This is an optimization exercise on Yosys and OpenROAD, whose aim is small area, a short achievable clock period and few clock cycles per item, not a production implementation. Function was not checked in any run shown here: the RTL went through the layout flow alone.

## flow/design.v (module list and top-level ports; edited modules follow where they fit)
// module dec32: 1291 lines
module dec32 (
    input  wire        clk,
    input  wire        rst,
    input  wire        in_valid,
    output wire        in_ready,
    input  wire [31:0] in_value,
    output wire        out_valid,
    input  wire        out_ready,
    output wire [3:0]  out_len,
    output wire [87:0] out_str
);
  // ...
==> flow/flow/run.sh <==
#!/bin/bash
# The standard layout (the standard.sh, standard synthesis included), with
# ORFS's timing repair aimed at a setup slack of 6.8 ns instead of 0 so that it
# works toward a shorter achieved period. The clock period and the SDC are
# unchanged. standard.sh's full output goes to standard.log.
export SETUP_SLACK_MARGIN=6.8
bash standard.sh > standard.log 2>&1
==> flow/standard.sh <==
#!/bin/bash
# synth_recipe.tcl (not shown) runs the flow's synth.tcl, then flattens the netlist and writes it again
# the make line also repeats each setting of config.mk as NAME=value (left out here)
make -C /OpenROAD-flow-scripts/flow DESIGN_CONFIG=/design/flow/config.mk WORK_HOME=/design/flow/orfs CLKGATE_MAP_FILE= SYNTH_SCRIPT=/design/flow/synth_recipe.tcl "${@:-finish}"
==> flow/config.mk <==
export PLATFORM = sky130hd
export DESIGN_NAME = dec32
export DESIGN_NICKNAME = dec32
export VERILOG_FILES = /design/flow/design.v
export SDC_FILE = /design/flow/constraint.sdc
export NUM_CORES = 4
export LEC_CHECK = 0
export ABC_AREA = 1
export CAP_MARGIN = 20
export CORE_MARGIN = 2
export CORE_UTILIZATION = 50
export SLEW_MARGIN = 20
==> flow/constraint.sdc <==
create_clock -name core_clock -period 10.0 [get_ports {clk}]
set_input_delay 2.0000 -clock core_clock [delete_from_list [all_inputs] [get_ports {clk}]]
set_output_delay 2.0000 -clock core_clock [all_outputs]
set_load 0.01 [all_outputs]
==> impl_metrics.yaml, run 1 <==
run_status:
  status: "complete, no violations"
sta:
  setup_tns_ns: 0
  drv_slew: 0
  timing.final.ws_setup_ns: 6.28
  hold_violations: 0
cts:
  clk_path_buf_depth: 3
  cts_buffers: 38
  cts_root_buffer: "clkbuf_16"
cells_and_area:
  finish.cell_count_without_fillers: 4095
  diodes: 0
  largest_reg_flops: 44
  regArea_um2: 9080
  seq_share_pct: 32.5
setup_path:
  critPathArrivalTime_ns: 4.13
  cp.required_ns: 10.41
  slowest_delay_ns: 0.40
  cp-endpoint: "o_nib[1]$_SDFFCE_PP0N_"
floorplanning:
  dieWidth_um: 212
  initial_utilization_pct: 50.5
  nWellTaps: 585
  fp.dieH_um: 212
flow_run:
  cap_violations: 0
route:
  drc: 0
  num_vias: 21800
  drtAntennaViolNets: 0
grt:
  grt_max_degree: 78
  grt.busiest_layer: "met2"
==> inputs of run 2 (changes only) <==
--- a/flow/design.v
+++ b/flow/design.v
@@ -49,19 +49,8 @@
     wire d6_1_1 = d5_1_0;
-    wire a7_0_0 = ((~d6_0_3 & ~d6_0_2 & d6_0_0) | (d6_0_2 & d6_0_1 & ~d6_0_0) | (d6_0_3 & ~d6_0_0));
-    wire a7_0_1 = ((~d6_0_2 & d6_0_1) | (d6_0_1 & d6_0_0) | (d6_0_3 & ~d6_0_0));
-    wire a7_0_2 = ((d6_0_3 & d6_0_0) | (d6_0_2 & ~d6_0_1 & ~d6_0_0));
-    wire a7_0_3 = (d6_0_3 | (d6_0_2 & d6_0_0) | (d6_0_2 & d6_0_1));
-    wire d7_0_0 = mag[25];
-    wire d7_0_1 = a7_0_0;
-    wire d7_0_2 = a7_0_1;
-    wire d7_0_3 = a7_0_2;
-    wire d7_1_0 = a7_0_3;
-    wire d7_1_1 = d6_1_0;
-    wire d7_1_2 = d6_1_1;
-    reg [24:0] r1_m;
-    reg [6:0] r1_d;
+    reg [25:0] r1_m;
+    reg [5:0] r1_d;
     reg r1_n, r1_v;
     always @(posedge clk) if (adv) begin
-        r1_m <= mag[24:0];
-        r1_d <= {d7_1_2, d7_1_1, d7_1_0, d7_0_3, d7_0_2, d7_0_1, d7_0_0};
+        r1_m <= mag[25:0];
+        r1_d <= {d6_1_1, d6_1_0, d6_0_3, d6_0_2, d6_0_1, d6_0_0};
         r1_n <= neg0;
@@ -69,10 +58,21 @@
     always @(posedge clk) if (rst) r1_v <= 1'b0; else if (adv) r1_v <= r0_v;
-    wire a8_0_0 = ((~r1_d[3] & ~r1_d[2] & r1_d[0]) | (r1_d[2] & r1_d[1] & ~r1_d[0]) | (r1_d[3] & ~r1_d[0]));
-    wire a8_0_1 = ((~r1_d[2] & r1_d[1]) | (r1_d[1] & r1_d[0]) | (r1_d[3] & ~r1_d[0]));
-    wire a8_0_2 = ((r1_d[3] & r1_d[0]) | (r1_d[2] & ~r1_d[1] & ~r1_d[0]));
-    wire a8_0_3 = (r1_d[3] | (r1_d[2] & r1_d[0]) | (r1_d[2] & r1_d[1]));
-    wire a8_1_0 = ((~r1_d[6] & r1_d[4]) | (r1_d[6] & r1_d[5] & ~r1_d[4]));
-    wire a8_1_1 = ((~r1_d[6] & r1_d[5]) | (r1_d[5] & r1_d[4]));
-    wire a8_1_2 = ((r1_d[6] & ~r1_d[5] & ~r1_d[4]));
-    wire a8_1_3 = ((r1_d[6] & r1_d[4]) | (r1_d[6] & r1_d[5]));
+    wire a7_0_0 = ((~r1_d[3] & ~r1_d[2] & r1_d[0]) | (r1_d[2] & r1_d[1] & ~r1_d[0]) | (r1_d[3] & ~r1_d[0]));
+    wire a7_0_1 = ((~r1_d[2] & r1_d[1]) | (r1_d[1] & r1_d[0]) | (r1_d[3] & ~r1_d[0]));
+    wire a7_0_2 = ((r1_d[3] & r1_d[0]) | (r1_d[2] & ~r1_d[1] & ~r1_d[0]));
+    wire a7_0_3 = (r1_d[3] | (r1_d[2] & r1_d[0]) | (r1_d[2] & r1_d[1]));
+    wire d7_0_0 = r1_m[25];
+    wire d7_0_1 = a7_0_0;
+    wire d7_0_2 = a7_0_1;
+    wire d7_0_3 = a7_0_2;
+    wire d7_1_0 = a7_0_3;
+    wire d7_1_1 = r1_d[4];
+    wire d7_1_2 = r1_d[5];
+    wire a8_0_0 = ((~d7_0_3 & ~d7_0_2 & d7_0_0) | (d7_0_2 & d7_0_1 & ~d7_0_0) | (d7_0_3 & ~d7_0_0));
+    wire a8_0_1 = ((~d7_0_2 & d7_0_1) | (d7_0_1 & d7_0_0) | (d7_0_3 & ~d7_0_0));
+    wire a8_0_2 = ((d7_0_3 & d7_0_0) | (d7_0_2 & ~d7_0_1 & ~d7_0_0));
+    wire a8_0_3 = (d7_0_3 | (d7_0_2 & d7_0_0) | (d7_0_2 & d7_0_1));
+    wire a8_1_0 = ((~d7_1_2 & d7_1_0) | (d7_1_2 & d7_1_1 & ~d7_1_0));
+    wire a8_1_1 = ((~d7_1_2 & d7_1_1) | (d7_1_1 & d7_1_0));
+    wire a8_1_2 = ((d7_1_2 & ~d7_1_1 & ~d7_1_0));
+    wire a8_1_3 = ((d7_1_2 & d7_1_0) | (d7_1_2 & d7_1_1));
     wire d8_0_0 = r1_m[24];
@@ -148,15 +148,24 @@
     wire d11_3_0 = a11_2_3;
-    wire a12_0_0 = ((~d11_0_3 & ~d11_0_2 & d11_0_0) | (d11_0_2 & d11_0_1 & ~d11_0_0) | (d11_0_3 & ~d11_0_0));
-    wire a12_0_1 = ((~d11_0_2 & d11_0_1) | (d11_0_1 & d11_0_0) | (d11_0_3 & ~d11_0_0));
-    wire a12_0_2 = ((d11_0_3 & d11_0_0) | (d11_0_2 & ~d11_0_1 & ~d11_0_0));
-    wire a12_0_3 = (d11_0_3 | (d11_0_2 & d11_0_0) | (d11_0_2 & d11_0_1));
-    wire a12_1_0 = ((~d11_1_3 & ~d11_1_2 & d11_1_0) | (d11_1_2 & d11_1_1 & ~d11_1_0) | (d11_1_3 & ~d11_1_0));
-    wire a12_1_1 = ((~d11_1_2 & d11_1_1) | (d11_1_1 & d11_1_0) | (d11_1_3 & ~d11_1_0));
-    wire a12_1_2 = ((d11_1_3 & d11_1_0) | (d11_1_2 & ~d11_1_1 & ~d11_1_0));
-    wire a12_1_3 = (d11_1_3 | (d11_1_2 & d11_1_0) | (d11_1_2 & d11_1_1));
-    wire a12_2_0 = ((~d11_2_3 & ~d11_2_2 & d11_2_0) | (d11_2_2 & d11_2_1 & ~d11_2_0) | (d11_2_3 & ~d11_2_0));
-    wire a12_2_1 = ((~d11_2_2 & d11_2_1) | (d11_2_1 & d11_2_0) | (d11_2_3 & ~d11_2_0));
-    wire a12_2_2 = ((d11_2_3 & d11_2_0) | (d11_2_2 & ~d11_2_1 & ~d11_2_0));
-    wire a12_2_3 = (d11_2_3 | (d11_2_2 & d11_2_0) | (d11_2_2 & d11_2_1));
-    wire d12_0_0 = r1_m[20];
+    reg [20:0] r2_m;
+    reg [12:0] r2_d;
+    reg r2_n, r2_v;
+    always @(posedge clk) if (adv) begin
+        r2_m <= r1_m[20:0];
+        r2_d <= {d11_3_0, d11_2_3, d11_2_2, d11_2_1, d11_2_0, d11_1_3, d11_1_2, d11_1_1, d11_1_0, d11_0_3, d11_0_2, d11_0_1, d11_0_0};
+        r2_n <= r1_n;
+    end
+    always @(posedge clk) if (rst) r2_v <= 1'b0; else if (adv) r2_v <= r1_v;
+    wire a12_0_0 = ((~r2_d[3] & ~r2_d[2] & r2_d[0]) | (r2_d[2] & r2_d[1] & ~r2_d[0]) | (r2_d[3] & ~r2_d[0]));
+    wire a12_0_1 = ((~r2_d[2] & r2_d[1]) | (r2_d[1] & r2_d[0]) | (r2_d[3] & ~r2_d[0]));
+    wire a12_0_2 = ((r2_d[3] & r2_d[0]) | (r2_d[2] & ~r2_d[1] & ~r2_d[0]));
+    wire a12_0_3 = (r2_d[3] | (r2_d[2] & r2_d[0]) | (r2_d[2] & r2_d[1]));
+    wire a12_1_0 = ((~r2_d[7] & ~r2_d[6] & r2_d[4]) | (r2_d[6] & r2_d[5] & ~r2_d[4]) | (r2_d[7] & ~r2_d[4]));
+    wire a12_1_1 = ((~r2_d[6] & r2_d[5]) | (r2_d[5] & r2_d[4]) | (r2_d[7] & ~r2_d[4]));
+    wire a12_1_2 = ((r2_d[7] & r2_d[4]) | (r2_d[6] & ~r2_d[5] & ~r2_d[4]));
+    wire a12_1_3 = (r2_d[7] | (r2_d[6] & r2_d[4]) | (r2_d[6] & r2_d[5]));
+    wire a12_2_0 = ((~r2_d[11] & ~r2_d[10] & r2_d[8]) | (r2_d[10] & r2_d[9] & ~r2_d[8]) | (r2_d[11] & ~r2_d[8]));
+    wire a12_2_1 = ((~r2_d[10] & r2_d[9]) | (r2_d[9] & r2_d[8]) | (r2_d[11] & ~r2_d[8]));
+    wire a12_2_2 = ((r2_d[11] & r2_d[8]) | (r2_d[10] & ~r2_d[9] & ~r2_d[8]));
+    wire a12_2_3 = (r2_d[11] | (r2_d[10] & r2_d[8]) | (r2_d[10] & r2_d[9]));
+    wire d12_0_0 = r2_m[20];
     wire d12_0_1 = a12_0_0;
@@ -173,3 +182,3 @@
     wire d12_3_0 = a12_2_3;
-    wire d12_3_1 = d11_3_0;
+    wire d12_3_1 = r2_d[12];
     wire a13_0_0 = ((~d12_0_3 & ~d12_0_2 & d12_0_0) | (d12_0_2 & d12_0_1 & ~d12_0_0) | (d12_0_3 & ~d12_0_0));
@@ -186,3 +195,3 @@
     wire a13_2_3 = (d12_2_3 | (d12_2_2 & d12_2_0) | (d12_2_2 & d12_2_1));
-    wire d13_0_0 = r1_m[19];
+    wire d13_0_0 = r2_m[19];
     wire d13_0_1 = a13_0_0;
@@ -201,23 +210,14 @@
     wire d13_3_2 = d12_3_1;
-    reg [18:0] r2_m;
-    reg [14:0] r2_d;
-    reg r2_n, r2_v;
-    always @(posedge clk) if (adv) begin
-        r2_m <= r1_m[18:0];
-        r2_d <= {d13_3_2, d13_3_1, d13_3_0, d13_2_3, d13_2_2, d13_2_1, d13_2_0, d13_1_3, d13_1_2, d13_1_1, d13_1_0, d13_0_3, d13_0_2, d13_0_1, d13_0_0};
-        r2_n <= r1_n;
-    end
-    always @(posedge clk) if (rst) r2_v <= 1'b0; else if (adv) r2_v <= r1_v;
-    wire a14_0_0 = ((~r2_d[3] & ~r2_d[2] & r2_d[0]) | (r2_d[2] & r2_d[1] & ~r2_d[0]) | (r2_d[3] & ~r2_d[0]));
-    wire a14_0_1 = ((~r2_d[2] & r2_d[1]) | (r2_d[1] & r2_d[0]) | (r2_d[3] & ~r2_d[0]));
-    wire a14_0_2 = ((r2_d[3] & r2_d[0]) | (r2_d[2] & ~r2_d[1] & ~r2_d[0]));
-    wire a14_0_3 = (r2_d[3] | (r2_d[2] & r2_d[0]) | (r2_d[2] & r2_d[1]));
-    wire a14_1_0 = ((~r2_d[7] & ~r2_d[6] & r2_d[4]) | (r2_d[6] & r2_d[5] & ~r2_d[4]) | (r2_d[7] & ~r2_d[4]));
-    wire a14_1_1 = ((~r2_d[6] & r2_d[5]) | (r2_d[5] & r2_d[4]) | (r2_d[7] & ~r2_d[4]));
-    wire a14_1_2 = ((r2_d[7] & r2_d[4]) | (r2_d[6] & ~r2_d[5] & ~r2_d[4]));
-    wire a14_1_3 = (r2_d[7] | (r2_d[6] & r2_d[4]) | (r2_d[6] & r2_d[5]));
-    wire a14_2_0 = ((~r2_d[11] & ~r2_d[10] & r2_d[8]) | (r2_d[10] & r2_d[9] & ~r2_d[8]) | (r2_d[11] & ~r2_d[8]));
-    wire a14_2_1 = ((~r2_d[10] & r2_d[9]) | (r2_d[9] & r2_d[8]) | (r2_d[11] & ~r2_d[8]));
-    wire a14_2_2 = ((r2_d[11] & r2_d[8]) | (r2_d[10] & ~r2_d[9] & ~r2_d[8]));
-    wire a14_2_3 = (r2_d[11] | (r2_d[10] & r2_d[8]) | (r2_d[10] & r2_d[9]));
+    wire a14_0_0 = ((~d13_0_3 & ~d13_0_2 & d13_0_0) | (d13_0_2 & d13_0_1 & ~d13_0_0) | (d13_0_3 & ~d13_0_0));
+    wire a14_0_1 = ((~d13_0_2 & d13_0_1) | (d13_0_1 & d13_0_0) | (d13_0_3 & ~d13_0_0));
+    wire a14_0_2 = ((d13_0_3 & d13_0_0) | (d13_0_2 & ~d13_0_1 & ~d13_0_0));
+    wire a14_0_3 = (d13_0_3 | (d13_0_2 & d13_0_0) | (d13_0_2 & d13_0_1));
+    wire a14_1_0 = ((~d13_1_3 & ~d13_1_2 & d13_1_0) | (d13_1_2 & d13_1_1 & ~d13_1_0) | (d13_1_3 & ~d13_1_0));
+    wire a14_1_1 = ((~d13_1_2 & d13_1_1) | (d13_1_1 & d13_1_0) | (d13_1_3 & ~d13_1_0));
+    wire a14_1_2 = ((d13_1_3 & d13_1_0) | (d13_1_2 & ~d13_1_1 & ~d13_1_0));
+    wire a14_1_3 = (d13_1_3 | (d13_1_2 & d13_1_0) | (d13_1_2 & d13_1_1));
+    wire a14_2_0 = ((~d13_2_3 & ~d13_2_2 & d13_2_0) | (d13_2_2 & d13_2_1 & ~d13_2_0) | (d13_2_3 & ~d13_2_0));
+    wire a14_2_1 = ((~d13_2_2 & d13_2_1) | (d13_2_1 & d13_2_0) | (d13_2_3 & ~d13_2_0));
+    wire a14_2_2 = ((d13_2_3 & d13_2_0) | (d13_2_2 & ~d13_2_1 & ~d13_2_0));
+    wire a14_2_3 = (d13_2_3 | (d13_2_2 & d13_2_0) | (d13_2_2 & d13_2_1));
     wire d14_0_0 = r2_m[18];
@@ -235,5 +235,5 @@
     wire d14_3_0 = a14_2_3;
-    wire d14_3_1 = r2_d[12];
-    wire d14_3_2 = r2_d[13];
-    wire d14_3_3 = r2_d[14];
+    wire d14_3_1 = d13_3_0;
+    wire d14_3_2 = d13_3_1;
+    wire d14_3_3 = d13_3_2;
     wire a15_0_0 = ((~d14_0_3 & ~d14_0_2 & d14_0_0) | (d14_0_2 & d14_0_1 & ~d14_0_0) | (d14_0_3 & ~d14_0_0));
@@ -305,19 +305,28 @@
     wire d16_4_1 = d15_4_0;
-    wire a17_0_0 = ((~d16_0_3 & ~d16_0_2 & d16_0_0) | (d16_0_2 & d16_0_1 & ~d16_0_0) | (d16_0_3 & ~d16_0_0));
-    wire a17_0_1 = ((~d16_0_2 & d16_0_1) | (d16_0_1 & d16_0_0) | (d16_0_3 & ~d16_0_0));
-    wire a17_0_2 = ((d16_0_3 & d16_0_0) | (d16_0_2 & ~d16_0_1 & ~d16_0_0));
-    wire a17_0_3 = (d16_0_3 | (d16_0_2 & d16_0_0) | (d16_0_2 & d16_0_1));
-    wire a17_1_0 = ((~d16_1_3 & ~d16_1_2 & d16_1_0) | (d16_1_2 & d16_1_1 & ~d16_1_0) | (d16_1_3 & ~d16_1_0));
-    wire a17_1_1 = ((~d16_1_2 & d16_1_1) | (d16_1_1 & d16_1_0) | (d16_1_3 & ~d16_1_0));
-    wire a17_1_2 = ((d16_1_3 & d16_1_0) | (d16_1_2 & ~d16_1_1 & ~d16_1_0));
-    wire a17_1_3 = (d16_1_3 | (d16_1_2 & d16_1_0) | (d16_1_2 & d16_1_1));
-    wire a17_2_0 = ((~d16_2_3 & ~d16_2_2 & d16_2_0) | (d16_2_2 & d16_2_1 & ~d16_2_0) | (d16_2_3 & ~d16_2_0));
-    wire a17_2_1 = ((~d16_2_2 & d16_2_1) | (d16_2_1 & d16_2_0) | (d16_2_3 & ~d16_2_0));
-    wire a17_2_2 = ((d16_2_3 & d16_2_0) | (d16_2_2 & ~d16_2_1 & ~d16_2_0));
-    wire a17_2_3 = (d16_2_3 | (d16_2_2 & d16_2_0) | (d16_2_2 & d16_2_1));
-    wire a17_3_0 = ((~d16_3_3 & ~d16_3_2 & d16_3_0) | (d16_3_2 & d16_3_1 & ~d16_3_0) | (d16_3_3 & ~d16_3_0));
-    wire a17_3_1 = ((~d16_3_2 & d16_3_1) | (d16_3_1 & d16_3_0) | (d16_3_3 & ~d16_3_0));
-    wire a17_3_2 = ((d16_3_3 & d16_3_0) | (d16_3_2 & ~d16_3_1 & ~d16_3_0));
-    wire a17_3_3 = (d16_3_3 | (d16_3_2 & d16_3_0) | (d16_3_2 & d16_3_1));
-    wire d17_0_0 = r2_m[15];
+    reg [15:0] r3_m;
+    reg [17:0] r3_d;
+    reg r3_n, r3_v;
+    always @(posedge clk) if (adv) begin
+        r3_m <= r2_m[15:0];
+        r3_d <= {d16_4_1, d16_4_0, d16_3_3, d16_3_2, d16_3_1, d16_3_0, d16_2_3, d16_2_2, d16_2_1, d16_2_0, d16_1_3, d16_1_2, d16_1_1, d16_1_0, d16_0_3, d16_0_2, d16_0_1, d16_0_0};
+        r3_n <= r2_n;
+    end
+    always @(posedge clk) if (rst) r3_v <= 1'b0; else if (adv) r3_v <= r2_v;
+    wire a17_0_0 = ((~r3_d[3] & ~r3_d[2] & r3_d[0]) | (r3_d[2] & r3_d[1] & ~r3_d[0]) | (r3_d[3] & ~r3_d[0]));
+    wire a17_0_1 = ((~r3_d[2] & r3_d[1]) | (r3_d[1] & r3_d[0]) | (r3_d[3] & ~r3_d[0]));
+    wire a17_0_2 = ((r3_d[3] & r3_d[0]) | (r3_d[2] & ~r3_d[1] & ~r3_d[0]));
+    wire a17_0_3 = (r3_d[3] | (r3_d[2] & r3_d[0]) | (r3_d[2] & r3_d[1]));
+    wire a17_1_0 = ((~r3_d[7] & ~r3_d[6] & r3_d[4]) | (r3_d[6] & r3_d[5] & ~r3_d[4]) | (r3_d[7] & ~r3_d[4]));
+    wire a17_1_1 = ((~r3_d[6] & r3_d[5]) | (r3_d[5] & r3_d[4]) | (r3_d[7] & ~r3_d[4]));
+    wire a17_1_2 = ((r3_d[7] & r3_d[4]) | (r3_d[6] & ~r3_d[5] & ~r3_d[4]));
+    wire a17_1_3 = (r3_d[7] | (r3_d[6] & r3_d[4]) | (r3_d[6] & r3_d[5]));
+    wire a17_2_0 = ((~r3_d[11] & ~r3_d[10] & r3_d[8]) | (r3_d[10] & r3_d[9] & ~r3_d[8]) | (r3_d[11] & ~r3_d[8]));
+    wire a17_2_1 = ((~r3_d[10] & r3_d[9]) | (r3_d[9] & r3_d[8]) | (r3_d[11] & ~r3_d[8]));
+    wire a17_2_2 = ((r3_d[11] & r3_d[8]) | (r3_d[10] & ~r3_d[9] & ~r3_d[8]));
+    wire a17_2_3 = (r3_d[11] | (r3_d[10] & r3_d[8]) | (r3_d[10] & r3_d[9]));
+    wire a17_3_0 = ((~r3_d[15] & ~r3_d[14] & r3_d[12]) | (r3_d[14] & r3_d[13] & ~r3_d[12]) | (r3_d[15] & ~r3_d[12]));
+    wire a17_3_1 = ((~r3_d[14] & r3_d[13]) | (r3_d[13] & r3_d[12]) | (r3_d[15] & ~r3_d[12]));
+    wire a17_3_2 = ((r3_d[15] & r3_d[12]) | (r3_d[14] & ~r3_d[13] & ~r3_d[12]));
+    wire a17_3_3 = (r3_d[15] | (r3_d[14] & r3_d[12]) | (r3_d[14] & r3_d[13]));
+    wire d17_0_0 = r3_m[15];
     wire d17_0_1 = a17_0_0;
@@ -338,4 +347,4 @@
     wire d17_4_0 = a17_3_3;
-    wire d17_4_1 = d16_4_0;
-    wire d17_4_2 = d16_4_1;
+    wire d17_4_1 = r3_d[16];
+    wire d17_4_2 = r3_d[17];
     wire a18_0_0 = ((~d17_0_3 & ~d17_0_2 & d17_0_0) | (d17_0_2 & d17_0_1 & ~d17_0_0) | (d17_0_3 & ~d17_0_0));
@@ -360,3 +369,3 @@
     wire a18_4_3 = ((d17_4_2 & d17_4_0) | (d17_4_2 & d17_4_1));
-    wire d18_0_0 = r2_m[14];
+    wire d18_0_0 = r3_m[14];
     wire d18_0_1 = a18_0_0;
@@ -401,3 +410,3 @@
     wire a19_4_3 = (d18_4_3 | (d18_4_2 & d18_4_0) | (d18_4_2 & d18_4_1));
-    wire d19_0_0 = r2_m[13];
+    wire d19_0_0 = r3_m[13];
     wire d19_0_1 = a19_0_0;
@@ -443,3 +452,3 @@
     wire a20_4_3 = (d19_4_3 | (d19_4_2 & d19_4_0) | (d19_4_2 & d19_4_1));
-    wire d20_0_0 = r2_m[12];
+    wire d20_0_0 = r3_m[12];
     wire d20_0_1 = a20_0_0;
@@ -466,35 +475,26 @@
     wire d20_5_2 = d19_5_1;
-    reg [11:0] r3_m;
-    reg [22:0] r3_d;
-    reg r3_n, r3_v;
-    always @(posedge clk) if (adv) begin
-        r3_m <= r2_m[11:0];
-        r3_d <= {d20_5_2, d20_5_1, d20_5_0, d20_4_3, d20_4_2, d20_4_1, d20_4_0, d20_3_3, d20_3_2, d20_3_1, d20_3_0, d20_2_3, d20_2_2, d20_2_1, d20_2_0, d20_1_3, d20_1_2, d20_1_1, d20_1_0, d20_0_3, d20_0_2, d20_0_1, d20_0_0};
-        r3_n <= r2_n;
-    end
-    always @(posedge clk) if (rst) r3_v <= 1'b0; else if (adv) r3_v <= r2_v;
-    wire a21_0_0 = ((~r3_d[3] & ~r3_d[2] & r3_d[0]) | (r3_d[2] & r3_d[1] & ~r3_d[0]) | (r3_d[3] & ~r3_d[0]));
-    wire a21_0_1 = ((~r3_d[2] & r3_d[1]) | (r3_d[1] & r3_d[0]) | (r3_d[3] & ~r3_d[0]));
-    wire a21_0_2 = ((r3_d[3] & r3_d[0]) | (r3_d[2] & ~r3_d[1] & ~r3_d[0]));
-    wire a21_0_3 = (r3_d[3] | (r3_d[2] & r3_d[0]) | (r3_d[2] & r3_d[1]));
-    wire a21_1_0 = ((~r3_d[7] & ~r3_d[6] & r3_d[4]) | (r3_d[6] & r3_d[5] & ~r3_d[4]) | (r3_d[7] & ~r3_d[4]));
-    wire a21_1_1 = ((~r3_d[6] & r3_d[5]) | (r3_d[5] & r3_d[4]) | (r3_d[7] & ~r3_d[4]));
-    wire a21_1_2 = ((r3_d[7] & r3_d[4]) | (r3_d[6] & ~r3_d[5] & ~r3_d[4]));
-    wire a21_1_3 = (r3_d[7] | (r3_d[6] & r3_d[4]) | (r3_d[6] & r3_d[5]));
-    wire a21_2_0 = ((~r3_d[11] & ~r3_d[10] & r3_d[8]) | (r3_d[10] & r3_d[9] & ~r3_d[8]) | (r3_d[11] & ~r3_d[8]));
-    wire a21_2_1 = ((~r3_d[10] & r3_d[9]) | (r3_d[9] & r3_d[8]) | (r3_d[11] & ~r3_d[8]));
-    wire a21_2_2 = ((r3_d[11] & r3_d[8]) | (r3_d[10] & ~r3_d[9] & ~r3_d[8]));
-    wire a21_2_3 = (r3_d[11] | (r3_d[10] & r3_d[8]) | (r3_d[10] & r3_d[9]));
-    wire a21_3_0 = ((~r3_d[15] & ~r3_d[14] & r3_d[12]) | (r3_d[14] & r3_d[13] & ~r3_d[12]) | (r3_d[15] & ~r3_d[12]));
-    wire a21_3_1 = ((~r3_d[14] & r3_d[13]) | (r3_d[13] & r3_d[12]) | (r3_d[15] & ~r3_d[12]));
-    wire a21_3_2 = ((r3_d[15] & r3_d[12]) | (r3_d[14] & ~r3_d[13] & ~r3_d[12]));
-    wire a21_3_3 = (r3_d[15] | (r3_d[14] & r3_d[12]) | (r3_d[14] & r3_d[13]));
-    wire a21_4_0 = ((~r3_d[19] & ~r3_d[18] & r3_d[16]) | (r3_d[18] & r3_d[17] & ~r3_d[16]) | (r3_d[19] & ~r3_d[16]));
-    wire a21_4_1 = ((~r3_d[18] & r3_d[17]) | (r3_d[17] & r3_d[16]) | (r3_d[19] & ~r3_d[16]));
-    wire a21_4_2 = ((r3_d[19] & r3_d[16]) | (r3_d[18] & ~r3_d[17] & ~r3_d[16]));
-    wire a21_4_3 = (r3_d[19] | (r3_d[18] & r3_d[16]) | (r3_d[18] & r3_d[17]));
-    wire a21_5_0 = ((~r3_d[22] & r3_d[20]) | (r3_d[22] & r3_d[21] & ~r3_d[20]));
-    wire a21_5_1 = ((~r3_d[22] & r3_d[21]) | (r3_d[21] & r3_d[20]));
-    wire a21_5_2 = ((r3_d[22] & ~r3_d[21] & ~r3_d[20]));
-    wire a21_5_3 = ((r3_d[22] & r3_d[20]) | (r3_d[22] & r3_d[21]));
+    wire a21_0_0 = ((~d20_0_3 & ~d20_0_2 & d20_0_0) | (d20_0_2 & d20_0_1 & ~d20_0_0) | (d20_0_3 & ~d20_0_0));
+    wire a21_0_1 = ((~d20_0_2 & d20_0_1) | (d20_0_1 & d20_0_0) | (d20_0_3 & ~d20_0_0));
+    wire a21_0_2 = ((d20_0_3 & d20_0_0) | (d20_0_2 & ~d20_0_1 & ~d20_0_0));
+    wire a21_0_3 = (d20_0_3 | (d20_0_2 & d20_0_0) | (d20_0_2 & d20_0_1));
+    wire a21_1_0 = ((~d20_1_3 & ~d20_1_2 & d20_1_0) | (d20_1_2 & d20_1_1 & ~d20_1_0) | (d20_1_3 & ~d20_1_0));
+    wire a21_1_1 = ((~d20_1_2 & d20_1_1) | (d20_1_1 & d20_1_0) | (d20_1_3 & ~d20_1_0));
+    wire a21_1_2 = ((d20_1_3 & d20_1_0) | (d20_1_2 & ~d20_1_1 & ~d20_1_0));
+    wire a21_1_3 = (d20_1_3 | (d20_1_2 & d20_1_0) | (d20_1_2 & d20_1_1));
+    wire a21_2_0 = ((~d20_2_3 & ~d20_2_2 & d20_2_0) | (d20_2_2 & d20_2_1 & ~d20_2_0) | (d20_2_3 & ~d20_2_0));
+    wire a21_2_1 = ((~d20_2_2 & d20_2_1) | (d20_2_1 & d20_2_0) | (d20_2_3 & ~d20_2_0));
+    wire a21_2_2 = ((d20_2_3 & d20_2_0) | (d20_2_2 & ~d20_2_1 & ~d20_2_0));
+    wire a21_2_3 = (d20_2_3 | (d20_2_2 & d20_2_0) | (d20_2_2 & d20_2_1));
+    wire a21_3_0 = ((~d20_3_3 & ~d20_3_2 & d20_3_0) | (d20_3_2 & d20_3_1 & ~d20_3_0) | (d20_3_3 & ~d20_3_0));
+    wire a21_3_1 = ((~d20_3_2 & d20_3_1) | (d20_3_1 & d20_3_0) | (d20_3_3 & ~d20_3_0));
+    wire a21_3_2 = ((d20_3_3 & d20_3_0) | (d20_3_2 & ~d20_3_1 & ~d20_3_0));
+    wire a21_3_3 = (d20_3_3 | (d20_3_2 & d20_3_0) | (d20_3_2 & d20_3_1));
+    wire a21_4_0 = ((~d20_4_3 & ~d20_4_2 & d20_4_0) | (d20_4_2 & d20_4_1 & ~d20_4_0) | (d20_4_3 & ~d20_4_0));
+    wire a21_4_1 = ((~d20_4_2 & d20_4_1) | (d20_4_1 & d20_4_0) | (d20_4_3 & ~d20_4_0));
+    wire a21_4_2 = ((d20_4_3 & d20_4_0) | (d20_4_2 & ~d20_4_1 & ~d20_4_0));
+    wire a21_4_3 = (d20_4_3 | (d20_4_2 & d20_4_0) | (d20_4_2 & d20_4_1));
+    wire a21_5_0 = ((~d20_5_2 & d20_5_0) | (d20_5_2 & d20_5_1 & ~d20_5_0));
+    wire a21_5_1 = ((~d20_5_2 & d20_5_1) | (d20_5_1 & d20_5_0));
+    wire a21_5_2 = ((d20_5_2 & ~d20_5_1 & ~d20_5_0));
+    wire a21_5_3 = ((d20_5_2 & d20_5_0) | (d20_5_2 & d20_5_1));
     wire d21_0_0 = r3_m[11];
@@ -574,27 +574,36 @@
     wire d22_6_1 = d21_6_0;
-    wire a23_0_0 = ((~d22_0_3 & ~d22_0_2 & d22_0_0) | (d22_0_2 & d22_0_1 & ~d22_0_0) | (d22_0_3 & ~d22_0_0));
-    wire a23_0_1 = ((~d22_0_2 & d22_0_1) | (d22_0_1 & d22_0_0) | (d22_0_3 & ~d22_0_0));
-    wire a23_0_2 = ((d22_0_3 & d22_0_0) | (d22_0_2 & ~d22_0_1 & ~d22_0_0));
-    wire a23_0_3 = (d22_0_3 | (d22_0_2 & d22_0_0) | (d22_0_2 & d22_0_1));
-    wire a23_1_0 = ((~d22_1_3 & ~d22_1_2 & d22_1_0) | (d22_1_2 & d22_1_1 & ~d22_1_0) | (d22_1_3 & ~d22_1_0));
-    wire a23_1_1 = ((~d22_1_2 & d22_1_1) | (d22_1_1 & d22_1_0) | (d22_1_3 & ~d22_1_0));
-    wire a23_1_2 = ((d22_1_3 & d22_1_0) | (d22_1_2 & ~d22_1_1 & ~d22_1_0));
-    wire a23_1_3 = (d22_1_3 | (d22_1_2 & d22_1_0) | (d22_1_2 & d22_1_1));
-    wire a23_2_0 = ((~d22_2_3 & ~d22_2_2 & d22_2_0) | (d22_2_2 & d22_2_1 & ~d22_2_0) | (d22_2_3 & ~d22_2_0));
-    wire a23_2_1 = ((~d22_2_2 & d22_2_1) | (d22_2_1 & d22_2_0) | (d22_2_3 & ~d22_2_0));
-    wire a23_2_2 = ((d22_2_3 & d22_2_0) | (d22_2_2 & ~d22_2_1 & ~d22_2_0));
-    wire a23_2_3 = (d22_2_3 | (d22_2_2 & d22_2_0) | (d22_2_2 & d22_2_1));
-    wire a23_3_0 = ((~d22_3_3 & ~d22_3_2 & d22_3_0) | (d22_3_2 & d22_3_1 & ~d22_3_0) | (d22_3_3 & ~d22_3_0));
-    wire a23_3_1 = ((~d22_3_2 & d22_3_1) | (d22_3_1 & d22_3_0) | (d22_3_3 & ~d22_3_0));
-    wire a23_3_2 = ((d22_3_3 & d22_3_0) | (d22_3_2 & ~d22_3_1 & ~d22_3_0));
-    wire a23_3_3 = (d22_3_3 | (d22_3_2 & d22_3_0) | (d22_3_2 & d22_3_1));
-    wire a23_4_0 = ((~d22_4_3 & ~d22_4_2 & d22_4_0) | (d22_4_2 & d22_4_1 & ~d22_4_0) | (d22_4_3 & ~d22_4_0));
-    wire a23_4_1 = ((~d22_4_2 & d22_4_1) | (d22_4_1 & d22_4_0) | (d22_4_3 & ~d22_4_0));
-    wire a23_4_2 = ((d22_4_3 & d22_4_0) | (d22_4_2 & ~d22_4_1 & ~d22_4_0));
-    wire a23_4_3 = (d22_4_3 | (d22_4_2 & d22_4_0) | (d22_4_2 & d22_4_1));
-    wire a23_5_0 = ((~d22_5_3 & ~d22_5_2 & d22_5_0) | (d22_5_2 & d22_5_1 & ~d22_5_0) | (d22_5_3 & ~d22_5_0));
-    wire a23_5_1 = ((~d22_5_2 & d22_5_1) | (d22_5_1 & d22_5_0) | (d22_5_3 & ~d22_5_0));
-    wire a23_5_2 = ((d22_5_3 & d22_5_0) | (d22_5_2 & ~d22_5_1 & ~d22_5_0));
-    wire a23_5_3 = (d22_5_3 | (d22_5_2 & d22_5_0) | (d22_5_2 & d22_5_1));
-    wire d23_0_0 = r3_m[9];
+    reg [9:0] r4_m;
+    reg [25:0] r4_d;
+    reg r4_n, r4_v;
+    always @(posedge clk) if (adv) begin
+        r4_m <= r3_m[9:0];
+        r4_d <= {d22_6_1, d22_6_0, d22_5_3, d22_5_2, d22_5_1, d22_5_0, d22_4_3, d22_4_2, d22_4_1, d22_4_0, d22_3_3, d22_3_2, d22_3_1, d22_3_0, d22_2_3, d22_2_2, d22_2_1, d22_2_0, d22_1_3, d22_1_2, d22_1_1, d22_1_0, d22_0_3, d22_0_2, d22_0_1, d22_0_0};
+        r4_n <= r3_n;
+    end
+    always @(posedge clk) if (rst) r4_v <= 1'b0; else if (adv) r4_v <= r3_v;
+    wire a23_0_0 = ((~r4_d[3] & ~r4_d[2] & r4_d[0]) | (r4_d[2] & r4_d[1] & ~r4_d[0]) | (r4_d[3] & ~r4_d[0]));
+    wire a23_0_1 = ((~r4_d[2] & r4_d[1]) | (r4_d[1] & r4_d[0]) | (r4_d[3] & ~r4_d[0]));
+    wire a23_0_2 = ((r4_d[3] & r4_d[0]) | (r4_d[2] & ~r4_d[1] & ~r4_d[0]));
+    wire a23_0_3 = (r4_d[3] | (r4_d[2] & r4_d[0]) | (r4_d[2] & r4_d[1]));
+    wire a23_1_0 = ((~r4_d[7] & ~r4_d[6] & r4_d[4]) | (r4_d[6] & r4_d[5] & ~r4_d[4]) | (r4_d[7] & ~r4_d[4]));
+    wire a23_1_1 = ((~r4_d[6] & r4_d[5]) | (r4_d[5] & r4_d[4]) | (r4_d[7] & ~r4_d[4]));
+    wire a23_1_2 = ((r4_d[7] & r4_d[4]) | (r4_d[6] & ~r4_d[5] & ~r4_d[4]));
+    wire a23_1_3 = (r4_d[7] | (r4_d[6] & r4_d[4]) | (r4_d[6] & r4_d[5]));
+    wire a23_2_0 = ((~r4_d[11] & ~r4_d[10] & r4_d[8]) | (r4_d[10] & r4_d[9] & ~r4_d[8]) | (r4_d[11] & ~r4_d[8]));
+    wire a23_2_1 = ((~r4_d[10] & r4_d[9]) | (r4_d[9] & r4_d[8]) | (r4_d[11] & ~r4_d[8]));
+    wire a23_2_2 = ((r4_d[11] & r4_d[8]) | (r4_d[10] & ~r4_d[9] & ~r4_d[8]));
+    wire a23_2_3 = (r4_d[11] | (r4_d[10] & r4_d[8]) | (r4_d[10] & r4_d[9]));
+    wire a23_3_0 = ((~r4_d[15] & ~r4_d[14] & r4_d[12]) | (r4_d[14] & r4_d[13] & ~r4_d[12]) | (r4_d[15] & ~r4_d[12]));
+    wire a23_3_1 = ((~r4_d[14] & r4_d[13]) | (r4_d[13] & r4_d[12]) | (r4_d[15] & ~r4_d[12]));
+    wire a23_3_2 = ((r4_d[15] & r4_d[12]) | (r4_d[14] & ~r4_d[13] & ~r4_d[12]));
+    wire a23_3_3 = (r4_d[15] | (r4_d[14] & r4_d[12]) | (r4_d[14] & r4_d[13]));
+    wire a23_4_0 = ((~r4_d[19] & ~r4_d[18] & r4_d[16]) | (r4_d[18] & r4_d[17] & ~r4_d[16]) | (r4_d[19] & ~r4_d[16]));
+    wire a23_4_1 = ((~r4_d[18] & r4_d[17]) | (r4_d[17] & r4_d[16]) | (r4_d[19] & ~r4_d[16]));
+    wire a23_4_2 = ((r4_d[19] & r4_d[16]) | (r4_d[18] & ~r4_d[17] & ~r4_d[16]));
+    wire a23_4_3 = (r4_d[19] | (r4_d[18] & r4_d[16]) | (r4_d[18] & r4_d[17]));
+    wire a23_5_0 = ((~r4_d[23] & ~r4_d[22] & r4_d[20]) | (r4_d[22] & r4_d[21] & ~r4_d[20]) | (r4_d[23] & ~r4_d[20]));
+    wire a23_5_1 = ((~r4_d[22] & r4_d[21]) | (r4_d[21] & r4_d[20]) | (r4_d[23] & ~r4_d[20]));
+    wire a23_5_2 = ((r4_d[23] & r4_d[20]) | (r4_d[22] & ~r4_d[21] & ~r4_d[20]));
+    wire a23_5_3 = (r4_d[23] | (r4_d[22] & r4_d[20]) | (r4_d[22] & r4_d[21]));
+    wire d23_0_0 = r4_m[9];
     wire d23_0_1 = a23_0_0;
@@ -623,4 +632,4 @@
     wire d23_6_0 = a23_5_3;
-    wire d23_6_1 = d22_6_0;
-    wire d23_6_2 = d22_6_1;
+    wire d23_6_1 = r4_d[24];
+    wire d23_6_2 = r4_d[25];
     wire a24_0_0 = ((~d23_0_3 & ~d23_0_2 & d23_0_0) | (d23_0_2 & d23_0_1 & ~d23_0_0) | (d23_0_3 & ~d23_0_0));
@@ -649,3 +658,3 @@
     wire a24_5_3 = (d23_5_3 | (d23_5_2 & d23_5_0) | (d23_5_2 & d23_5_1));
-    wire d24_0_0 = r3_m[8];
+    wire d24_0_0 = r4_m[8];
     wire d24_0_1 = a24_0_0;
@@ -705,3 +714,3 @@
     wire a25_6_3 = (d24_6_3 | (d24_6_2 & d24_6_0) | (d24_6_2 & d24_6_1));
-    wire d25_0_0 = r3_m[7];
+    wire d25_0_0 = r4_m[7];
     wire d25_0_1 = a25_0_0;
@@ -762,3 +771,3 @@
     wire a26_6_3 = (d25_6_3 | (d25_6_2 & d25_6_0) | (d25_6_2 & d25_6_1));
-    wire d26_0_0 = r3_m[6];
+    wire d26_0_0 = r4_m[6];
     wire d26_0_1 = a26_0_0;
@@ -792,39 +801,30 @@
     wire d26_7_1 = d25_7_0;
-    reg [5:0] r4_m;
-    reg [29:0] r4_d;
-    reg r4_n, r4_v;
-    always @(posedge clk) if (adv) begin
-        r4_m <= r3_m[5:0];
-        r4_d <= {d26_7_1, d26_7_0, d26_6_3, d26_6_2, d26_6_1, d26_6_0, d26_5_3, d26_5_2, d26_5_1, d26_5_0, d26_4_3, d26_4_2, d26_4_1, d26_4_0, d26_3_3, d26_3_2, d26_3_1, d26_3_0, d26_2_3, d26_2_2, d26_2_1, d26_2_0, d26_1_3, d26_1_2, d26_1_1, d26_1_0, d26_0_3, d26_0_2, d26_0_1, d26_0_0};
-        r4_n <= r3_n;
-    end
-    always @(posedge clk) if (rst) r4_v <= 1'b0; else if (adv) r4_v <= r3_v;
-    wire a27_0_0 = ((~r4_d[3] & ~r4_d[2] & r4_d[0]) | (r4_d[2] & r4_d[1] & ~r4_d[0]) | (r4_d[3] & ~r4_d[0]));
-    wire a27_0_1 = ((~r4_d[2] & r4_d[1]) | (r4_d[1] & r4_d[0]) | (r4_d[3] & ~r4_d[0]));
-    wire a27_0_2 = ((r4_d[3] & r4_d[0]) | (r4_d[2] & ~r4_d[1] & ~r4_d[0]));
-    wire a27_0_3 = (r4_d[3] | (r4_d[2] & r4_d[0]) | (r4_d[2] & r4_d[1]));
-    wire a27_1_0 = ((~r4_d[7] & ~r4_d[6] & r4_d[4]) | (r4_d[6] & r4_d[5] & ~r4_d[4]) | (r4_d[7] & ~r4_d[4]));
-    wire a27_1_1 = ((~r4_d[6] & r4_d[5]) | (r4_d[5] & r4_d[4]) | (r4_d[7] & ~r4_d[4]));
-    wire a27_1_2 = ((r4_d[7] & r4_d[4]) | (r4_d[6] & ~r4_d[5] & ~r4_d[4]));
-    wire a27_1_3 = (r4_d[7] | (r4_d[6] & r4_d[4]) | (r4_d[6] & r4_d[5]));
-    wire a27_2_0 = ((~r4_d[11] & ~r4_d[10] & r4_d[8]) | (r4_d[10] & r4_d[9] & ~r4_d[8]) | (r4_d[11] & ~r4_d[8]));
-    wire a27_2_1 = ((~r4_d[10] & r4_d[9]) | (r4_d[9] & r4_d[8]) | (r4_d[11] & ~r4_d[8]));
-    wire a27_2_2 = ((r4_d[11] & r4_d[8]) | (r4_d[10] & ~r4_d[9] & ~r4_d[8]));
-    wire a27_2_3 = (r4_d[11] | (r4_d[10] & r4_d[8]) | (r4_d[10] & r4_d[9]));
-    wire a27_3_0 = ((~r4_d[15] & ~r4_d[14] & r4_d[12]) | (r4_d[14] & r4_d[13] & ~r4_d[12]) | (r4_d[15] & ~r4_d[12]));
-    wire a27_3_1 = ((~r4_d[14] & r4_d[13]) | (r4_d[13] & r4_d[12]) | (r4_d[15] & ~r4_d[12]));
-    wire a27_3_2 = ((r4_d[15] & r4_d[12]) | (r4_d[14] & ~r4_d[13] & ~r4_d[12]));
-    wire a27_3_3 = (r4_d[15] | (r4_d[14] & r4_d[12]) | (r4_d[14] & r4_d[13]));
-    wire a27_4_0 = ((~r4_d[19] & ~r4_d[18] & r4_d[16]) | (r4_d[18] & r4_d[17] & ~r4_d[16]) | (r4_d[19] & ~r4_d[16]));
-    wire a27_4_1 = ((~r4_d[18] & r4_d[17]) | (r4_d[17] & r4_d[16]) | (r4_d[19] & ~r4_d[16]));
-    wire a27_4_2 = ((r4_d[19] & r4_d[16]) | (r4_d[18] & ~r4_d[17] & ~r4_d[16]));
-    wire a27_4_3 = (r4_d[19] | (r4_d[18] & r4_d[16]) | (r4_d[18] & r4_d[17]));
-    wire a27_5_0 = ((~r4_d[23] & ~r4_d[22] & r4_d[20]) | (r4_d[22] & r4_d[21] & ~r4_d[20]) | (r4_d[23] & ~r4_d[20]));
-    wire a27_5_1 = ((~r4_d[22] & r4_d[21]) | (r4_d[21] & r4_d[20]) | (r4_d[23] & ~r4_d[20]));
-    wire a27_5_2 = ((r4_d[23] & r4_d[20]) | (r4_d[22] & ~r4_d[21] & ~r4_d[20]));
-    wire a27_5_3 = (r4_d[23] | (r4_d[22] & r4_d[20]) | (r4_d[22] & r4_d[21]));
-    wire a27_6_0 = ((~r4_d[27] & ~r4_d[26] & r4_d[24]) | (r4_d[26] & r4_d[25] & ~r4_d[24]) | (r4_d[27] & ~r4_d[24]));
-    wire a27_6_1 = ((~r4_d[26] & r4_d[25]) | (r4_d[25] & r4_d[24]) | (r4_d[27] & ~r4_d[24]));
-    wire a27_6_2 = ((r4_d[27] & r4_d[24]) | (r4_d[26] & ~r4_d[25] & ~r4_d[24]));
-    wire a27_6_3 = (r4_d[27] | (r4_d[26] & r4_d[24]) | (r4_d[26] & r4_d[25]));
+    wire a27_0_0 = ((~d26_0_3 & ~d26_0_2 & d26_0_0) | (d26_0_2 & d26_0_1 & ~d26_0_0) | (d26_0_3 & ~d26_0_0));
+    wire a27_0_1 = ((~d26_0_2 & d26_0_1) | (d26_0_1 & d26_0_0) | (d26_0_3 & ~d26_0_0));
+    wire a27_0_2 = ((d26_0_3 & d26_0_0) | (d26_0_2 & ~d26_0_1 & ~d26_0_0));
+    wire a27_0_3 = (d26_0_3 | (d26_0_2 & d26_0_0) | (d26_0_2 & d26_0_1));
+    wire a27_1_0 = ((~d26_1_3 & ~d26_1_2 & d26_1_0) | (d26_1_2 & d26_1_1 & ~d26_1_0) | (d26_1_3 & ~d26_1_0));
+    wire a27_1_1 = ((~d26_1_2 & d26_1_1) | (d26_1_1 & d26_1_0) | (d26_1_3 & ~d26_1_0));
+    wire a27_1_2 = ((d26_1_3 & d26_1_0) | (d26_1_2 & ~d26_1_1 & ~d26_1_0));
+    wire a27_1_3 = (d26_1_3 | (d26_1_2 & d26_1_0) | (d26_1_2 & d26_1_1));
+    wire a27_2_0 = ((~d26_2_3 & ~d26_2_2 & d26_2_0) | (d26_2_2 & d26_2_1 & ~d26_2_0) | (d26_2_3 & ~d26_2_0));
+    wire a27_2_1 = ((~d26_2_2 & d26_2_1) | (d26_2_1 & d26_2_0) | (d26_2_3 & ~d26_2_0));
+    wire a27_2_2 = ((d26_2_3 & d26_2_0) | (d26_2_2 & ~d26_2_1 & ~d26_2_0));
+    wire a27_2_3 = (d26_2_3 | (d26_2_2 & d26_2_0) | (d26_2_2 & d26_2_1));
+    wire a27_3_0 = ((~d26_3_3 & ~d26_3_2 & d26_3_0) | (d26_3_2 & d26_3_1 & ~d26_3_0) | (d26_3_3 & ~d26_3_0));
+    wire a27_3_1 = ((~d26_3_2 & d26_3_1) | (d26_3_1 & d26_3_0) | (d26_3_3 & ~d26_3_0));
+    wire a27_3_2 = ((d26_3_3 & d26_3_0) | (d26_3_2 & ~d26_3_1 & ~d26_3_0));
+    wire a27_3_3 = (d26_3_3 | (d26_3_2 & d26_3_0) | (d26_3_2 & d26_3_1));
+    wire a27_4_0 = ((~d26_4_3 & ~d26_4_2 & d26_4_0) | (d26_4_2 & d26_4_1 & ~d26_4_0) | (d26_4_3 & ~d26_4_0));
+    wire a27_4_1 = ((~d26_4_2 & d26_4_1) | (d26_4_1 & d26_4_0) | (d26_4_3 & ~d26_4_0));
+    wire a27_4_2 = ((d26_4_3 & d26_4_0) | (d26_4_2 & ~d26_4_1 & ~d26_4_0));
+    wire a27_4_3 = (d26_4_3 | (d26_4_2 & d26_4_0) | (d26_4_2 & d26_4_1));
+    wire a27_5_0 = ((~d26_5_3 & ~d26_5_2 & d26_5_0) | (d26_5_2 & d26_5_1 & ~d26_5_0) | (d26_5_3 & ~d26_5_0));
+    wire a27_5_1 = ((~d26_5_2 & d26_5_1) | (d26_5_1 & d26_5_0) | (d26_5_3 & ~d26_5_0));
+    wire a27_5_2 = ((d26_5_3 & d26_5_0) | (d26_5_2 & ~d26_5_1 & ~d26_5_0));
+    wire a27_5_3 = (d26_5_3 | (d26_5_2 & d26_5_0) | (d26_5_2 & d26_5_1));
+    wire a27_6_0 = ((~d26_6_3 & ~d26_6_2 & d26_6_0) | (d26_6_2 & d26_6_1 & ~d26_6_0) | (d26_6_3 & ~d26_6_0));
+    wire a27_6_1 = ((~d26_6_2 & d26_6_1) | (d26_6_1 & d26_6_0) | (d26_6_3 & ~d26_6_0));
+    wire a27_6_2 = ((d26_6_3 & d26_6_0) | (d26_6_2 & ~d26_6_1 & ~d26_6_0));
+    wire a27_6_3 = (d26_6_3 | (d26_6_2 & d26_6_0) | (d26_6_2 & d26_6_1));
     wire d27_0_0 = r4_m[5];
@@ -858,37 +858,46 @@
     wire d27_7_0 = a27_6_3;
-    wire d27_7_1 = r4_d[28];
-    wire d27_7_2 = r4_d[29];
-    wire a28_0_0 = ((~d27_0_3 & ~d27_0_2 & d27_0_0) | (d27_0_2 & d27_0_1 & ~d27_0_0) | (d27_0_3 & ~d27_0_0));
-    wire a28_0_1 = ((~d27_0_2 & d27_0_1) | (d27_0_1 & d27_0_0) | (d27_0_3 & ~d27_0_0));
-    wire a28_0_2 = ((d27_0_3 & d27_0_0) | (d27_0_2 & ~d27_0_1 & ~d27_0_0));
-    wire a28_0_3 = (d27_0_3 | (d27_0_2 & d27_0_0) | (d27_0_2 & d27_0_1));
-    wire a28_1_0 = ((~d27_1_3 & ~d27_1_2 & d27_1_0) | (d27_1_2 & d27_1_1 & ~d27_1_0) | (d27_1_3 & ~d27_1_0));
-    wire a28_1_1 = ((~d27_1_2 & d27_1_1) | (d27_1_1 & d27_1_0) | (d27_1_3 & ~d27_1_0));
-    wire a28_1_2 = ((d27_1_3 & d27_1_0) | (d27_1_2 & ~d27_1_1 & ~d27_1_0));
-    wire a28_1_3 = (d27_1_3 | (d27_1_2 & d27_1_0) | (d27_1_2 & d27_1_1));
-    wire a28_2_0 = ((~d27_2_3 & ~d27_2_2 & d27_2_0) | (d27_2_2 & d27_2_1 & ~d27_2_0) | (d27_2_3 & ~d27_2_0));
-    wire a28_2_1 = ((~d27_2_2 & d27_2_1) | (d27_2_1 & d27_2_0) | (d27_2_3 & ~d27_2_0));
-    wire a28_2_2 = ((d27_2_3 & d27_2_0) | (d27_2_2 & ~d27_2_1 & ~d27_2_0));
-    wire a28_2_3 = (d27_2_3 | (d27_2_2 & d27_2_0) | (d27_2_2 & d27_2_1));
-    wire a28_3_0 = ((~d27_3_3 & ~d27_3_2 & d27_3_0) | (d27_3_2 & d27_3_1 & ~d27_3_0) | (d27_3_3 & ~d27_3_0));
-    wire a28_3_1 = ((~d27_3_2 & d27_3_1) | (d27_3_1 & d27_3_0) | (d27_3_3 & ~d27_3_0));
-    wire a28_3_2 = ((d27_3_3 & d27_3_0) | (d27_3_2 & ~d27_3_1 & ~d27_3_0));
-    wire a28_3_3 = (d27_3_3 | (d27_3_2 & d27_3_0) | (d27_3_2 & d27_3_1));
-    wire a28_4_0 = ((~d27_4_3 & ~d27_4_2 & d27_4_0) | (d27_4_2 & d27_4_1 & ~d27_4_0) | (d27_4_3 & ~d27_4_0));
-    wire a28_4_1 = ((~d27_4_2 & d27_4_1) | (d27_4_1 & d27_4_0) | (d27_4_3 & ~d27_4_0));
-    wire a28_4_2 = ((d27_4_3 & d27_4_0) | (d27_4_2 & ~d27_4_1 & ~d27_4_0));
-    wire a28_4_3 = (d27_4_3 | (d27_4_2 & d27_4_0) | (d27_4_2 & d27_4_1));
-    wire a28_5_0 = ((~d27_5_3 & ~d27_5_2 & d27_5_0) | (d27_5_2 & d27_5_1 & ~d27_5_0) | (d27_5_3 & ~d27_5_0));
-    wire a28_5_1 = ((~d27_5_2 & d27_5_1) | (d27_5_1 & d27_5_0) | (d27_5_3 & ~d27_5_0));
-    wire a28_5_2 = ((d27_5_3 & d27_5_0) | (d27_5_2 & ~d27_5_1 & ~d27_5_0));
-    wire a28_5_3 = (d27_5_3 | (d27_5_2 & d27_5_0) | (d27_5_2 & d27_5_1));
-    wire a28_6_0 = ((~d27_6_3 & ~d27_6_2 & d27_6_0) | (d27_6_2 & d27_6_1 & ~d27_6_0) | (d27_6_3 & ~d27_6_0));
-    wire a28_6_1 = ((~d27_6_2 & d27_6_1) | (d27_6_1 & d27_6_0) | (d27_6_3 & ~d27_6_0));
-    wire a28_6_2 = ((d27_6_3 & d27_6_0) | (d27_6_2 & ~d27_6_1 & ~d27_6_0));
-    wire a28_6_3 = (d27_6_3 | (d27_6_2 & d27_6_0) | (d27_6_2 & d27_6_1));
-    wire a28_7_0 = ((~d27_7_2 & d27_7_0) | (d27_7_2 & d27_7_1 & ~d27_7_0));
-    wire a28_7_1 = ((~d27_7_2 & d27_7_1) | (d27_7_1 & d27_7_0));
-    wire a28_7_2 = ((d27_7_2 & ~d27_7_1 & ~d27_7_0));
-    wire a28_7_3 = ((d27_7_2 & d27_7_0) | (d27_7_2 & d27_7_1));
-    wire d28_0_0 = r4_m[4];
+    wire d27_7_1 = d26_7_0;
+    wire d27_7_2 = d26_7_1;
+    reg [4:0] r5_m;
+    reg [30:0] r5_d;
+    reg r5_n, r5_v;
+    always @(posedge clk) if (adv) begin
+        r5_m <= r4_m[4:0];
+        r5_d <= {d27_7_2, d27_7_1, d27_7_0, d27_6_3, d27_6_2, d27_6_1, d27_6_0, d27_5_3, d27_5_2, d27_5_1, d27_5_0, d27_4_3, d27_4_2, d27_4_1, d27_4_0, d27_3_3, d27_3_2, d27_3_1, d27_3_0, d27_2_3, d27_2_2, d27_2_1, d27_2_0, d27_1_3, d27_1_2, d27_1_1, d27_1_0, d27_0_3, d27_0_2, d27_0_1, d27_0_0};
+        r5_n <= r4_n;
+    end
+    always @(posedge clk) if (rst) r5_v <= 1'b0; else if (adv) r5_v <= r4_v;
+    wire a28_0_0 = ((~r5_d[3] & ~r5_d[2] & r5_d[0]) | (r5_d[2] & r5_d[1] & ~r5_d[0]) | (r5_d[3] & ~r5_d[0]));
+    wire a28_0_1 = ((~r5_d[2] & r5_d[1]) | (r5_d[1] & r5_d[0]) | (r5_d[3] & ~r5_d[0]));
+    wire a28_0_2 = ((r5_d[3] & r5_d[0]) | (r5_d[2] & ~r5_d[1] & ~r5_d[0]));
+    wire a28_0_3 = (r5_d[3] | (r5_d[2] & r5_d[0]) | (r5_d[2] & r5_d[1]));
+    wire a28_1_0 = ((~r5_d[7] & ~r5_d[6] & r5_d[4]) | (r5_d[6] & r5_d[5] & ~r5_d[4]) | (r5_d[7] & ~r5_d[4]));
+    wire a28_1_1 = ((~r5_d[6] & r5_d[5]) | (r5_d[5] & r5_d[4]) | (r5_d[7] & ~r5_d[4]));
+    wire a28_1_2 = ((r5_d[7] & r5_d[4]) | (r5_d[6] & ~r5_d[5] & ~r5_d[4]));
+    wire a28_1_3 = (r5_d[7] | (r5_d[6] & r5_d[4]) | (r5_d[6] & r5_d[5]));
+    wire a28_2_0 = ((~r5_d[11] & ~r5_d[10] & r5_d[8]) | (r5_d[10] & r5_d[9] & ~r5_d[8]) | (r5_d[11] & ~r5_d[8]));
+    wire a28_2_1 = ((~r5_d[10] & r5_d[9]) | (r5_d[9] & r5_d[8]) | (r5_d[11] & ~r5_d[8]));
+    wire a28_2_2 = ((r5_d[11] & r5_d[8]) | (r5_d[10] & ~r5_d[9] & ~r5_d[8]));
+    wire a28_2_3 = (r5_d[11] | (r5_d[10] & r5_d[8]) | (r5_d[10] & r5_d[9]));
+    wire a28_3_0 = ((~r5_d[15] & ~r5_d[14] & r5_d[12]) | (r5_d[14] & r5_d[13] & ~r5_d[12]) | (r5_d[15] & ~r5_d[12]));
+    wire a28_3_1 = ((~r5_d[14] & r5_d[13]) | (r5_d[13] & r5_d[12]) | (r5_d[15] & ~r5_d[12]));
+    wire a28_3_2 = ((r5_d[15] & r5_d[12]) | (r5_d[14] & ~r5_d[13] & ~r5_d[12]));
+    wire a28_3_3 = (r5_d[15] | (r5_d[14] & r5_d[12]) | (r5_d[14] & r5_d[13]));
+    wire a28_4_0 = ((~r5_d[19] & ~r5_d[18] & r5_d[16]) | (r5_d[18] & r5_d[17] & ~r5_d[16]) | (r5_d[19] & ~r5_d[16]));
+    wire a28_4_1 = ((~r5_d[18] & r5_d[17]) | (r5_d[17] & r5_d[16]) | (r5_d[19] & ~r5_d[16]));
+    wire a28_4_2 = ((r5_d[19] & r5_d[16]) | (r5_d[18] & ~r5_d[17] & ~r5_d[16]));
+    wire a28_4_3 = (r5_d[19] | (r5_d[18] & r5_d[16]) | (r5_d[18] & r5_d[17]));
+    wire a28_5_0 = ((~r5_d[23] & ~r5_d[22] & r5_d[20]) | (r5_d[22] & r5_d[21] & ~r5_d[20]) | (r5_d[23] & ~r5_d[20]));
+    wire a28_5_1 = ((~r5_d[22] & r5_d[21]) | (r5_d[21] & r5_d[20]) | (r5_d[23] & ~r5_d[20]));
+    wire a28_5_2 = ((r5_d[23] & r5_d[20]) | (r5_d[22] & ~r5_d[21] & ~r5_d[20]));
+    wire a28_5_3 = (r5_d[23] | (r5_d[22] & r5_d[20]) | (r5_d[22] & r5_d[21]));
+    wire a28_6_0 = ((~r5_d[27] & ~r5_d[26] & r5_d[24]) | (r5_d[26] & r5_d[25] & ~r5_d[24]) | (r5_d[27] & ~r5_d[24]));
+    wire a28_6_1 = ((~r5_d[26] & r5_d[25]) | (r5_d[25] & r5_d[24]) | (r5_d[27] & ~r5_d[24]));
+    wire a28_6_2 = ((r5_d[27] & r5_d[24]) | (r5_d[26] & ~r5_d[25] & ~r5_d[24]));
+    wire a28_6_3 = (r5_d[27] | (r5_d[26] & r5_d[24]) | (r5_d[26] & r5_d[25]));
+    wire a28_7_0 = ((~r5_d[30] & r5_d[28]) | (r5_d[30] & r5_d[29] & ~r5_d[28]));
+    wire a28_7_1 = ((~r5_d[30] & r5_d[29]) | (r5_d[29] & r5_d[28]));
+    wire a28_7_2 = ((r5_d[30] & ~r5_d[29] & ~r5_d[28]));
+    wire a28_7_3 = ((r5_d[30] & r5_d[28]) | (r5_d[30] & r5_d[29]));
+    wire d28_0_0 = r5_m[4];
     wire d28_0_1 = a28_0_0;
@@ -957,3 +966,3 @@
     wire a29_7_3 = (d28_7_3 | (d28_7_2 & d28_7_0) | (d28_7_2 & d28_7_1));
-    wire d29_0_0 = r4_m[3];
+    wire d29_0_0 = r5_m[3];
     wire d29_0_1 = a29_0_0;
@@ -1023,3 +1032,3 @@
     wire a30_7_3 = (d29_7_3 | (d29_7_2 & d29_7_0) | (d29_7_2 & d29_7_1));
-    wire d30_0_0 = r4_m[2];
+    wire d30_0_0 = r5_m[2];
     wire d30_0_1 = a30_0_0;
@@ -1094,3 +1103,3 @@
     wire a31_8_3 = ((d30_8_2 & d30_8_0) | (d30_8_2 & d30_8_1));
-    wire d31_0_0 = r4_m[1];
+    wire d31_0_0 = r5_m[1];
     wire d31_0_1 = a31_0_0;
@@ -1167,3 +1176,3 @@
     wire a32_8_3 = (d31_8_3 | (d31_8_2 & d31_8_0) | (d31_8_2 & d31_8_1));
-    wire d32_0_0 = r4_m[0];
+    wire d32_0_0 = r5_m[0];
     wire d32_0_1 = a32_0_0;
@@ -1219,6 +1228,6 @@
     always @(posedge clk) if (adv) begin
-        rl_d <= fin_d; rl_n <= r4_n;
+        rl_d <= fin_d; rl_n <= r5_n;
         sk_d <= rl_d;  sk_n <= rl_n;
     end
-    always @(posedge clk) if (rst) rl_v <= 1'b0; else if (adv) rl_v <= r4_v;
+    always @(posedge clk) if (rst) rl_v <= 1'b0; else if (adv) rl_v <= r5_v;
     reg         ov;
==> run 2 against run 1 <==
- critical endpoint is now o_nib[7]$_DFFE_PN_
- still clean
- clock skew shrank 0.0071 ns
- largest cell class unchanged
- setup slack improved by 0.0055 ns
- sequential cell count is 37 higher
- via count fell by 3.8%
- final cell count fell by 1.8%
- non-clock buffer count fell by 72
==> impl_metrics.yaml, run 2 <==
synthesis:
  post_synth_most_frequent_cells: "1,154 x nand2_1, 425 x inv_1, 345 x nand3_1"
  yosysWarnings: 1
  synth_edf_count: 307
  synth_top_area_share_pct: 40.9
  synth.distinct_cells: 52
  yosysTopAreaCell: "edfxtp_1"
  post-synth-top-count-cell: "nand2_1"
  synth-seq-cells: 355
  syn_avg_cell_area_um2: 7.15
  yosysSeqAreaShare_pct: 45.1
  syn_area_um2: 22600
  synth_flop_cell: "edfxtp_1"
  syn_inst: 3157
  synth.area.top_cells: "edfxtp_1 41%, nand2_1 19%, nand3_1 7.7%"
  async_flop_share_pct: 0
sta:
  fin_skew_ns: 0.0126
  max_freq_mhz: 269
  hold_violations: 0
  drv_slew: 0
  setup_violations: 0
  period_share_pct: 37.1
  fin_crit_ns: 3.71
  grt_setup_unrepaired: "yes"
  slew_headroom_pct: 40.3
  setup_tns_ns: 0
  tightestPinTransition_ns: 0.896
cts:
  cts_root_buffer: "clkbuf_16"
  clk_pin_slew_worst_paths_ns: 0.06
  cts_max_level: 2
  tritoncts: "yes"
  clk_path_buf_depth: 3
  holdBufCountCts: 0
  cts_sinks: 355
  cts_buffers: 41
  clk_latency_ns: 0.57
route:
  drt-total-wl_um: 56000
  dr.pass1.iters: 6
  drtIter0Drc: 1272
  drtAntennaViolNets: 0
  via_per_inst: 5.22
  num_vias: 21000
  routedWlPerCell_um: 13.9
  drc: 0
cells_and_area:
  diodes: 0
  largest-register: "o_nib"
  finish.cell_count_without_fillers: 4021
  layout.cells.most_common: "nand2_1"
  final_nets: 3449
  drive_above_1_share_pct: 13.8
  fillers: 3752
  area_growth_pct: 23.3
  layout_common_cells: "1,090 x nand2_1, 399 x inv_1, 337 x nand3_1"
  multiInputGateArea_um2: 11400
  largest_reg_flops: 44
  regArea_um2: 10200
  reg_top3: "o_nib x44, rl_d x38, sk_d x38"
setup_path:
  reg2regPathDepth: 26
  start_kind: "register"
  crit_top_cell: "nand2_2"
  cp_top_family: "buffers and inverters"
  cp.required_ns: 10.30
  critPathArrivalTime_ns: 4.02
  path_max_fanout: 8
  critical_path_buf_inv_count: 10
  r2r_setup_slack_ns: 6.29
  r2r-end: "o_nib[7]$_DFFE_PN_"
  r2r-start: "sv$_SDFF_PP0_"
  slowest_delay_ns: 0.36
  crit_slowest_cell: "dfxtp_4"
  critPathCaptureType: "register"
  crit_type: "reg2reg"
flow_run:
  cap_violations: 0
floorplanning:
  fp.dieH_um: 216
  ios: 130
  rows: 77
  dieWidth_um: 216
  dieArea_um2: 46800
  coreArea_um2: 44400
  initial_utilization_pct: 50.8
grt:
  antenna_found_initial: 0
  grt_pass1_wl_um: 92000
  grt_max_degree: 75
  grt_overflow: 0
  grt_pass1_vias: 20000
  grt_usage_pct: 23.6
place:
  gp_congestion: 0.881
  dp_cells: 3811
  numPortBuffers: 106
  hpwlAfterDp_um: 35200
worst_hold_path:
  hold_depth: 0
  hp-class: "reg2reg"
  hp-start: "r3_m[8]$_DFFE_PN_"
  hold_end: "r4_m[8]$_DFFE_PN_"
run_status:
  status: "complete, no violations"
-- run 2: cells by family after synthesis --
group                    count (synthesis)  share of synthesized area, %
multiplexers                             4                         0.177
adder cells (fa/ha/maj)                 14                         0.776
flip-flops                             355                          45.1
AND/OR/NAND/NOR                       1837                          33.6
buffers and inverters                  505                          9.14
other                                    2                        0.0333
XOR/XNOR                                31                          1.24
AO/OA/AOI/OAI                          409                          9.95
-- run 2: cell type report --
class                   count  area share [%]
multi-input cells        2320            40.9
repair inverters            7           0.211
clock buffers              51            3.90
clock inverters            22            1.05
flip-flops and latches    355            36.6
repair buffers            242            8.67
well taps                 592            2.66
inverters                 432            6.05
-- run 2: worst max path at each step --
stage / start / end / slack (ns) / cells after the start
2_1_floorplan: sv$_SDFF_PP0_ / o_pres[7]$_DFFE_PN_ / 6.66 / 21
3_3_place_gp: sv$_SDFF_PP0_ / o_pres[6]$_DFFE_PN_ / 4.65 / 22
3_5_place_dp: sv$_SDFF_PP0_ / o_pres[4]$_DFFE_PN_ / 4.53 / 21
4_1_cts: sv$_SDFF_PP0_ / o_nib[15]$_SDFFCE_PP0N_ / 6.51 / 25
5_1_grt: sv$_SDFF_PP0_ / o_nib[7]$_DFFE_PN_ / 6.05 / 25
6_report: sv$_SDFF_PP0_ / o_nib[7]$_DFFE_PN_ / 6.29 / 26
-- run 2: layer usage --
layer / vias to the layer above / GRT usage (%) / part of all wire (%)
met3: 157 / 3.42 / 4.4
met5: - / 0 / 0
met1: 9541 / 26.9 / 40
li1: 10800 / - / -
met2: 487 / 43.9 / 51
met4: 0 / 9.57 / 4.0
-- run 2: repair_timing --
action                                 CTS  global route
pin swaps                               78            42
setup endpoints to repair              129            86
endpoints found under the hold margin    0             0
cloned                                  21             0
buffers inserted                        94            22
gates resized for setup                462           138
-- run 2: stage by stage --
stage / hold slack (ns) / setup slack [ns] / util, % / cell area, um2
floorplan: 0.400 / 6.66 / - / 22800
global placement: 0.400 / 4.65 / 54.3 / 24100
detailed placement: 0.405 / 4.53 / 54.3 / 24100
CTS: 0.416 / 6.51 / 61.6 / 27400
global route: 0.423 / 6.05 / 62.7 / 27800
finish: 0.416 / 6.29 / 62.7 / 27800

-- port drivers added, routing unchanged --
The flow's constraints put no driver on any port. The routed layouts listed below were extracted and timed again, unchanged, in two steps.
Step 1 (the two cells are an assumption about what drives the block):
set clk [get_ports {clk}]
set_driving_cell -lib_cell sky130_fd_sc_hd__clkbuf_16 $clk
set_driving_cell -lib_cell sky130_fd_sc_hd__buf_2 [delete_from_list [all_inputs] $clk]
Step 2 times the ports against the registers' clock, not the clock port: input delays grow and output delays shrink by t, the midpoint of the rising clock arrivals with the driver on.
Slacks: ideal / step 1 / step 2; pairs: ideal / step 1.
run	t, ns	slack for setup (ns)	cell pins on the clock port's net
run 1	0.601	6.281 / 6.281 / 6.281	1
run 2	0.621	6.286 / 6.286 / 6.286	1
After both steps setup and hold are still met in every run listed.
